Background: an optimization exercise with open tools, aiming at small area. Do not read the settings as production practice. Where RTL was checked, it was by simulation tests only, not by an equivalence proof against the original.

==> exp/sierra <==
==> flow/design.v <==
module od22_resolver (
    input  wire [7:0]  addr_lo,
    input  wire [7:0]  addr_hi,
    input  wire [7:0]  mode_b,
    input  wire [7:0]  fb_b,
    output wire        daddr_valid,
    output wire [8:0]  daddr,
    output wire [7:0]  fb_addr
);
    wire extended = mode_b[0];
    assign daddr_valid = (addr_lo[7:6] == 2'b00) && !addr_hi[7] &&
                         (!extended || addr_hi[2:1] == 2'b00);
    wire [8:0] composed = extended ? {addr_hi[0], 2'b00, addr_lo[5:0]}
                                   : {addr_hi[2:0], addr_lo[5:0]};
    assign daddr = daddr_valid ? composed : 9'd0;
    assign fb_addr = (fb_b > 8'd128) ? 8'd0 : fb_b;
endmodule
module od22_device (
    input  wire       clk,
    input  wire       rst,
    input  wire [7:0] hold_cfg,    
    input  wire       reassert,
    input  wire       tick,        
    input  wire       act,         
    input  wire       gate,        
    output wire       coil_g,
    output wire       coil_r
);
    reg       known;    
    reg       red;      
    reg [7:0] hold;
    reg [7:0] rem;
    wire on       = (rem != 8'd0);
    wire act_take = act && (!known || (red != gate) || reassert);
    assign coil_g = on & known & !red;
    assign coil_r = on & known &  red;
    always @(posedge clk) begin
        if (rst)
            hold <= hold_cfg;
        if (act_take) begin
            red <= gate;
            rem <= hold;
        end else if (tick && on) begin
            rem <= rem - 8'd1;
        end
    end
    always @(posedge clk) begin
        if (rst)
            known <= 1'b0;
        else if (act_take)
            known <= 1'b1;
    end
endmodule
module od22_channel (
    input  wire       clk,
    input  wire       rst,
    input  wire       tick,       
    input  wire       sample,     
    input  wire [7:0] cfg_retx,
    input  wire       cfg_retx_nz,  
    input  wire       commit,     
    output wire       stable_s,   
    output wire       armed_s,    
    output wire       pend_q
);
    reg       last;
    reg [3:0] run;
    reg       rep;
    reg       pend;
    reg       armed;
    reg [7:0] rcnt;               
    wire eq  = (sample == last);
    assign stable_s = eq & (run[3] | (run[2:0] == 3'd7));
    wire arm = stable_s & !run[3] & (sample != rep);
    wire pend_s = arm ? sample : pend;
    assign armed_s = arm | armed;
    assign pend_q  = pend;
    wire [7:0] rsel = arm ? cfg_retx : rcnt;
    always @(posedge clk) begin
        if (tick)
            last <= sample;
        if (tick && (arm || commit))
            rcnt <= rsel - {7'd0, commit};
    end
    always @(posedge clk) begin
        if (rst) begin
            run   <= 4'd0;
            rep   <= 1'b0;
            pend  <= 1'b0;
            armed <= 1'b0;
        end else if (tick) begin
            if (!eq)
                run <= 4'd1;
            else if (!run[3])
                run <= run + 4'd1;
            pend <= pend_s;
            if (commit) begin
                rep   <= pend_s;
                armed <= arm ? cfg_retx_nz : (armed && rcnt != 8'd0);
            end else if (arm) begin
                armed <= 1'b1;
            end
        end
    end
endmodule
module od22_core (
    input  wire        clk,
    input  wire        rst,
    input  wire [87:0] cfgmem,        
    input  wire        tick,
    input  wire [7:0]  raw,
    input  wire        bus_active,
    input  wire        cmd_valid,
    input  wire [1:0]  cmd_dev,
    input  wire        cmd_gate,       
    input  wire        cmd_activate,
    input  wire        tx_done,
    output wire [3:0]  coil_g,
    output wire [3:0]  coil_r,
    output wire        daddr_valid,
    output wire [8:0]  daddr,
    output wire [10:0] xaddr,
    output wire [7:0]  fb_addr,
    output wire        tx_valid,
    output wire [7:0]  tx_addr,
    output wire        tx_half,
    output wire [3:0]  tx_data,
    output wire        ready,
    output wire        connected
);
    wire       res_daddr_valid;
    wire [8:0] res_daddr;
    wire [7:0] res_fb_addr;
    od22_resolver u_resolver (
        .addr_lo     (cfgmem[7:0]),
        .addr_hi     (cfgmem[15:8]),
        .mode_b      (cfgmem[23:16]),
        .fb_b        (cfgmem[63:56]),
        .daddr_valid (res_daddr_valid),
        .daddr       (res_daddr),
        .fb_addr     (res_fb_addr)
    );
    reg        r_daddr_valid;
    reg [8:0]  r_daddr;
    reg [7:0]  r_fb_addr;
    reg        cfg_split;
    reg [7:0]  cfg_retx;
    reg        cfg_reassert;
    always @(posedge clk) begin
        if (rst) begin
            r_daddr_valid <= res_daddr_valid;
            r_daddr       <= res_daddr;
            r_fb_addr     <= res_fb_addr;
            cfg_split     <= cfgmem[64];
            cfg_retx      <= cfgmem[79:72];
            cfg_reassert  <= cfgmem[80];
        end
    end
    assign daddr_valid = r_daddr_valid;
    assign daddr       = r_daddr;
    assign xaddr       = {2'd0, r_daddr} + 11'd999 + {10'd0, r_daddr_valid};
    assign fb_addr     = r_fb_addr;
    wire fb_enabled = (r_fb_addr != 8'd0) && !(cfg_split && r_fb_addr[7]);
    reg ph_ann;     
    reg ph_conn;    
    assign ready     = !ph_ann;
    assign connected = ph_conn;
    wire tick_acc = tick & !ph_ann;
    wire cmd_acc  = cmd_valid & !ph_ann;
    genvar d;
    generate
        for (d = 0; d < 4; d = d + 1) begin : g_dev
            od22_device u_dev (
                .clk        (clk),
                .rst        (rst),
                .hold_cfg   (cfgmem[8*(3+d) +: 8]),
                .reassert   (cfg_reassert),
                .tick       (tick_acc),
                .act        (cmd_acc & cmd_activate & (cmd_dev == d)),
                .gate       (cmd_gate),
                .coil_g     (coil_g[d]),
                .coil_r     (coil_r[d])
            );
        end
    endgenerate
    wire [7:0] stable_s;    
    wire [7:0] armed_s;     
    wire [7:0] pend_q;      
    wire [7:0] commit;      
    genvar c;
    generate
        for (c = 0; c < 8; c = c + 1) begin : g_ch
            od22_channel u_ch (
                .clk      (clk),
                .rst      (rst),
                .tick     (tick_acc),
                .sample   (raw[c]),
                .cfg_retx (cfg_retx),
                .cfg_retx_nz (cfg_retx != 8'd0),
                .commit   (commit[c]),
                .stable_s (stable_s[c]),
                .armed_s  (armed_s[c]),
                .pend_q   (pend_q[c])
            );
        end
    endgenerate
    reg [1:0] grp;         
    reg       tx_busy;
    reg       r_tx_valid;
    wire do_announce = ph_ann && !tx_busy;
    wire busy_after_done = (tx_busy | do_announce) & ~tx_done;
    wire [3:0] grp_ok;
    genvar g;
    generate
        for (g = 0; g < 4; g = g + 1) begin : g_grp
            assign grp_ok[g] = stable_s[2*g] & stable_s[2*g+1] &
                               (armed_s[2*g] | armed_s[2*g+1]);
        end
    endgenerate
    wire [1:0] scan_grp = grp_ok[0] ? 2'd0 : grp_ok[1] ? 2'd1 : grp_ok[2] ? 2'd2 : 2'd3;
    wire try_active = tick_acc && fb_enabled && bus_active;
    wire tx_busy_nd = tx_busy & ~tx_done;    
    wire do_scan    = try_active && ph_conn && !tx_busy_nd && (grp_ok != 4'd0);
    wire do_join    = try_active && !ph_conn && (&stable_s);
    generate
        for (g = 0; g < 4; g = g + 1) begin : g_commit
            assign commit[2*g]   = do_scan && (scan_grp == g);
            assign commit[2*g+1] = do_scan && (scan_grp == g);
        end
    endgenerate
    always @(posedge clk) begin
        if (rst) begin
            ph_ann     <= 1'b0;
            ph_conn    <= 1'b0;
            tx_busy    <= 1'b0;
            r_tx_valid <= 1'b0;
        end else begin
            r_tx_valid <= do_announce | do_scan;
            tx_busy    <= busy_after_done | do_scan;
            if (do_announce && grp == 2'd2) begin
                ph_ann  <= 1'b0;
                ph_conn <= 1'b1;
            end
            if (tick_acc && fb_enabled) begin
                if (!bus_active) begin
                    ph_conn <= 1'b0;
                end else if (do_join) begin
                    ph_ann  <= 1'b1;
                end
            end
        end
    end
    always @(posedge clk) begin
        if (do_announce)
            grp <= grp + 2'd1;
        else if (do_join)
            grp <= 2'd3;
        else if (do_scan)
            grp <= scan_grp;
    end
    assign tx_addr  = r_fb_addr + {7'd0, cfg_split & grp[1]};
    assign tx_half  = cfg_split ? grp[0] : grp[1];
    assign tx_data  = !cfg_split ? (grp[1] ? pend_q[7:4] : pend_q[3:0]) :
                      grp[0] ? {(grp[1] ? pend_q[7:6] : pend_q[3:2]), 2'b00}
                             : {2'b00, (grp[1] ? pend_q[5:4] : pend_q[1:0])};
    assign tx_valid = r_tx_valid;
endmodule
==> flow/run.sh <==
#!/bin/bash
# synth_recipe.tcl (not shown) runs the flow's synth.tcl, then flattens the netlist and writes it again
# the make line also repeats each setting of config.mk as NAME=value (left out here)
make -C /OpenROAD-flow-scripts/flow DESIGN_CONFIG=/design/flow/config.mk WORK_HOME=/design/flow/orfs CLKGATE_MAP_FILE= SYNTH_SCRIPT=/design/flow/synth_recipe.tcl finish
==> flow/config.mk <==
export PLATFORM = sky130hd
export DESIGN_NAME = od22_core
export DESIGN_NICKNAME = od22_core
export VERILOG_FILES = /design/flow/design.v
export SDC_FILE = /design/flow/constraint.sdc
export NUM_CORES = 4
export LEC_CHECK = 0
export ABC_AREA = 1
export CAP_MARGIN = 20
export CORE_MARGIN = 2
export CORE_UTILIZATION = 40
export CTS_BUF_LIST = sky130_fd_sc_hd__clkbuf_4
export CTS_CLUSTER_SIZE = 30
export SLEW_MARGIN = 20
==> flow/constraint.sdc <==
create_clock -name core_clock -period 10.0 [get_ports {clk}]
set_input_delay 2.0000 -clock core_clock [delete_from_list [all_inputs] [get_ports {clk}]]
set_output_delay 2.0000 -clock core_clock [all_outputs]
set_load 0.01 [all_outputs]
==> inputs of exp/amber, as changes to exp/sierra <==
--- a/flow/design.v
+++ b/flow/design.v
@@ -58,7 +58,5 @@
     input  wire       sample,     
-    input  wire [7:0] cfg_retx,
-    input  wire       cfg_retx_nz,  
     input  wire       commit,     
     output wire       stable_s,   
-    output wire       armed_s,    
+    output wire       arm,        
     output wire       pend_q
@@ -69,11 +67,7 @@
     reg       pend;
-    reg       armed;
-    reg [7:0] rcnt;               
     wire eq  = (sample == last);
     assign stable_s = eq & (run[3] | (run[2:0] == 3'd7));
-    wire arm = stable_s & !run[3] & (sample != rep);
+    assign arm      = stable_s & !run[3] & (sample != rep);
     wire pend_s = arm ? sample : pend;
-    assign armed_s = arm | armed;
     assign pend_q  = pend;
-    wire [7:0] rsel = arm ? cfg_retx : rcnt;
     always @(posedge clk) begin
@@ -81,4 +75,2 @@
             last <= sample;
-        if (tick && (arm || commit))
-            rcnt <= rsel - {7'd0, commit};
     end
@@ -86,6 +78,5 @@
         if (rst) begin
-            run   <= 4'd0;
-            rep   <= 1'b0;
-            pend  <= 1'b0;
-            armed <= 1'b0;
+            run  <= 4'd0;
+            rep  <= 1'b0;
+            pend <= 1'b0;
         end else if (tick) begin
@@ -96,8 +87,33 @@
             pend <= pend_s;
-            if (commit) begin
-                rep   <= pend_s;
+            if (commit)
+                rep <= pend_s;
+        end
+    end
+endmodule
+module od22_group (
+    input  wire       clk,
+    input  wire       rst,
+    input  wire       tick,
+    input  wire [7:0] cfg_retx,
+    input  wire       cfg_retx_nz,  
+    input  wire       arm,          
+    input  wire       commit,       
+    output wire       armed_s       
+);
+    reg       armed;
+    reg [7:0] rcnt;               
+    assign armed_s = arm | armed;
+    wire [7:0] rsel = arm ? cfg_retx : rcnt;
+    always @(posedge clk) begin
+        if (tick && (arm || commit))
+            rcnt <= rsel - {7'd0, commit};
+    end
+    always @(posedge clk) begin
+        if (rst)
+            armed <= 1'b0;
+        else if (tick) begin
+            if (commit)
                 armed <= arm ? cfg_retx_nz : (armed && rcnt != 8'd0);
-            end else if (arm) begin
+            else if (arm)
                 armed <= 1'b1;
-            end
         end
@@ -186,5 +202,7 @@
     wire [7:0] stable_s;    
-    wire [7:0] armed_s;     
+    wire [7:0] arm;         
+    wire [3:0] armed_s;     
     wire [7:0] pend_q;      
-    wire [7:0] commit;      
+    wire [3:0] commit;      
+    wire       cfg_retx_nz = (cfg_retx != 8'd0);
     genvar c;
@@ -197,8 +215,18 @@
                 .sample   (raw[c]),
-                .cfg_retx (cfg_retx),
-                .cfg_retx_nz (cfg_retx != 8'd0),
-                .commit   (commit[c]),
+                .commit   (commit[c/2]),
                 .stable_s (stable_s[c]),
-                .armed_s  (armed_s[c]),
+                .arm      (arm[c]),
                 .pend_q   (pend_q[c])
+            );
+        end
+        for (c = 0; c < 4; c = c + 1) begin : g_gr
+            od22_group u_gr (
+                .clk         (clk),
+                .rst         (rst),
+                .tick        (tick_acc),
+                .cfg_retx    (cfg_retx),
+                .cfg_retx_nz (cfg_retx_nz),
+                .arm         (arm[2*c] | arm[2*c+1]),
+                .commit      (commit[c]),
+                .armed_s     (armed_s[c])
             );
@@ -215,4 +243,3 @@
         for (g = 0; g < 4; g = g + 1) begin : g_grp
-            assign grp_ok[g] = stable_s[2*g] & stable_s[2*g+1] &
-                               (armed_s[2*g] | armed_s[2*g+1]);
+            assign grp_ok[g] = stable_s[2*g] & stable_s[2*g+1] & armed_s[g];
         end
@@ -226,4 +253,3 @@
         for (g = 0; g < 4; g = g + 1) begin : g_commit
-            assign commit[2*g]   = do_scan && (scan_grp == g);
-            assign commit[2*g+1] = do_scan && (scan_grp == g);
+            assign commit[g] = do_scan && (scan_grp == g);
         end
==> flow/flow/run.sh (new file) <==
#!/bin/bash
# Own layout flow: the standard layout (standard.sh) with two changes:
#  - synthesis maps the combinational logic with an area-oriented ABC script
#    (flow/area.abc); everything else in synthesis, including the flip-flop
#    mapping, is the standard one, and the registers are checked against the
#    standard synthesis (same names and cell types) before going on;
#  - port buffers are the smallest buffer (buf_1) instead of the default choice.
# Each step's full output goes to a log file in the work folder.
set -euo pipefail
W=$(pwd)
F=$W/flow
export OWN_ABC_SCRIPT=$F/area.abc
PORTBUF="BUFFER_PORTS_ARGS=-buffer_cell sky130_fd_sc_hd__buf_1"
CTS_ARGS_FILE=$F/cts.txt
EXTRA=()
if [[ -f $CTS_ARGS_FILE ]]; then
  while IFS= read -r l; do [[ -n $l ]] && EXTRA+=("$l"); done < "$CTS_ARGS_FILE"
fi

# Reference: the standard synthesis, in a folder of its own
make -C "$FLOW_HOME" DESIGN_CONFIG="$W/config.mk" WORK_HOME="$W/ref" CLKGATE_MAP_FILE= \
  SYNTH_SCRIPT="$W/synth_recipe.tcl" synth > "$W/ref_synth.log" 2>&1

# Own synthesis
bash "$W/standard.sh" SYNTH_SCRIPT="$F/synth_area.tcl" synth > "$W/own_synth.log" 2>&1

SYN=(SYNTH_SCRIPT="$F/synth_area.tcl")
regs() {
  python3 - "$1" <<'PY'
import re, sys
s = open(sys.argv[1]).read()
cells = re.findall(r'^\s*(sky130_fd_sc_hd__\w+)\s+(\S+)\s*\(', s, re.M)
ff = sorted((re.sub(r'_\d+$', '', t), n) for t, n in cells
            if re.search(r'__(e?df|sdf|sedf|dl)', t))
print('\n'.join(f'{t} {n}' for t, n in ff))
PY
}
RES=$W/orfs/results/sky130hd/od22_core/base
regs "$W/ref/results/sky130hd/od22_core/base/1_2_yosys.v" > "$W/regs_ref.txt"
regs "$RES/1_2_yosys.v" > "$W/regs_own.txt"
if ! cmp -s "$W/regs_ref.txt" "$W/regs_own.txt"; then
  echo "registers differ from the standard synthesis: using the standard netlist" | tee "$W/regs_fallback.log"
  rm -rf "$W/orfs"
  SYN=()
  bash "$W/standard.sh" synth > "$W/std_synth.log" 2>&1
fi

# The rest of the standard layout
bash "$W/standard.sh" "${SYN[@]}" "$PORTBUF" "${EXTRA[@]}" finish > "$W/layout.log" 2>&1
==> flow/flow/area.abc (new file) <==
strash
balance
rewrite
refactor
balance
rewrite
rewrite -z
balance
refactor -z
rewrite -z
balance
dch -f
amap
==> flow/flow/synth_area.tcl (new file) <==
proc synth {args} { yosys synth -nofsm -noshare {*}$args }
# Same synthesis as synth_recipe.tcl, with an area-oriented ABC script for the
# combinational logic (flip-flops are mapped before ABC and are unchanged).
proc abc {args} {
  set i [lsearch -exact $args -script]
  if { $i >= 0 } {
    set args [lreplace $args $i [expr {$i + 1}] -script $::env(OWN_ABC_SCRIPT)]
  }
  yosys abc {*}$args
}
source $::env(SCRIPTS_DIR)/synth.tcl
# left out here: clear keep_hierarchy, flatten, clean up, hide names made inside functions, write 1_2_yosys.v
==> flow/standard.sh (new file) <==
#!/bin/bash
# synth_recipe.tcl (not shown) runs the flow's synth.tcl, then flattens the netlist and writes it again
# the make line also repeats each setting of config.mk as NAME=value (left out here)
make -C /OpenROAD-flow-scripts/flow DESIGN_CONFIG=/design/flow/config.mk WORK_HOME=/design/flow/orfs CLKGATE_MAP_FILE= SYNTH_SCRIPT=/design/flow/synth_recipe.tcl "${@:-finish}"
CORE_UTILIZATION = 70   (was 40)
CTS_BUF_LIST = default   (was sky130_fd_sc_hd__clkbuf_4)
CTS_CLUSTER_SIZE = default   (was 30)
removed: flow/run.sh
==> out/qor.csv <==
stage,metric,value,unit
outcome,status,timing/DRC/antenna clean,
timing,holdWs,0.4850,ns
global_routing,grt.total_usage,27.26,%
floorplanning,start_util,71.30,%
detailed_routing,drt_wl_total,19480,µm
detailed_routing,wl_per_cell,15.45,µm
clocking,clock-sinks,198,
clocking,clk_pin_slew,0.07,ns
# the run above: exp/amber

==> out/qor.csv <==
stage,metric,value,unit
floorplanning,start_util,40.54,%
outcome,status,timing/DRC/antenna clean,
clocking,clock-sinks,234,
timing,holdWs,0.4807,ns
global_routing,grt.total_usage,17.62,%
detailed_routing,wl_per_cell,13.96,µm
clocking,clk_pin_slew,0.06,ns
# the run above: exp/sierra

Function not checked in exp/sierra: the RTL went through the layout flow alone.

==> what the ideal ports hide <==
How much do the figures lean on ideal ports? The routed layouts below were timed once more, with nothing changed but the port constraints. Step 1: set_driving_cell puts a clkbuf_16 on clk and a buf_2 on each other input, an assumption about the parent block. Step 2 adds t to the input delays and takes it off the output delays; t is the mean of the earliest and latest rising clock arrival at the registers after step 1. Input paths then give back, and output paths get back, about the clock's delay inside the block. Three values: no drivers, after step 1, after step 2; two values: the first two.
run	t, ns	setup WS [ns]	worst register clock-pin slew, ns
exp/sierra	0.705	5.270 / 5.227 / 5.012	0.07 / 0.07
exp/amber	0.470	3.859 / 3.844 / 3.374	0.07 / 0.07
After both steps setup and hold are still met in every run listed. The setup slack of exp/amber, which loses most, moves by -0.015 ns with the drivers and by -0.485 ns with both steps.
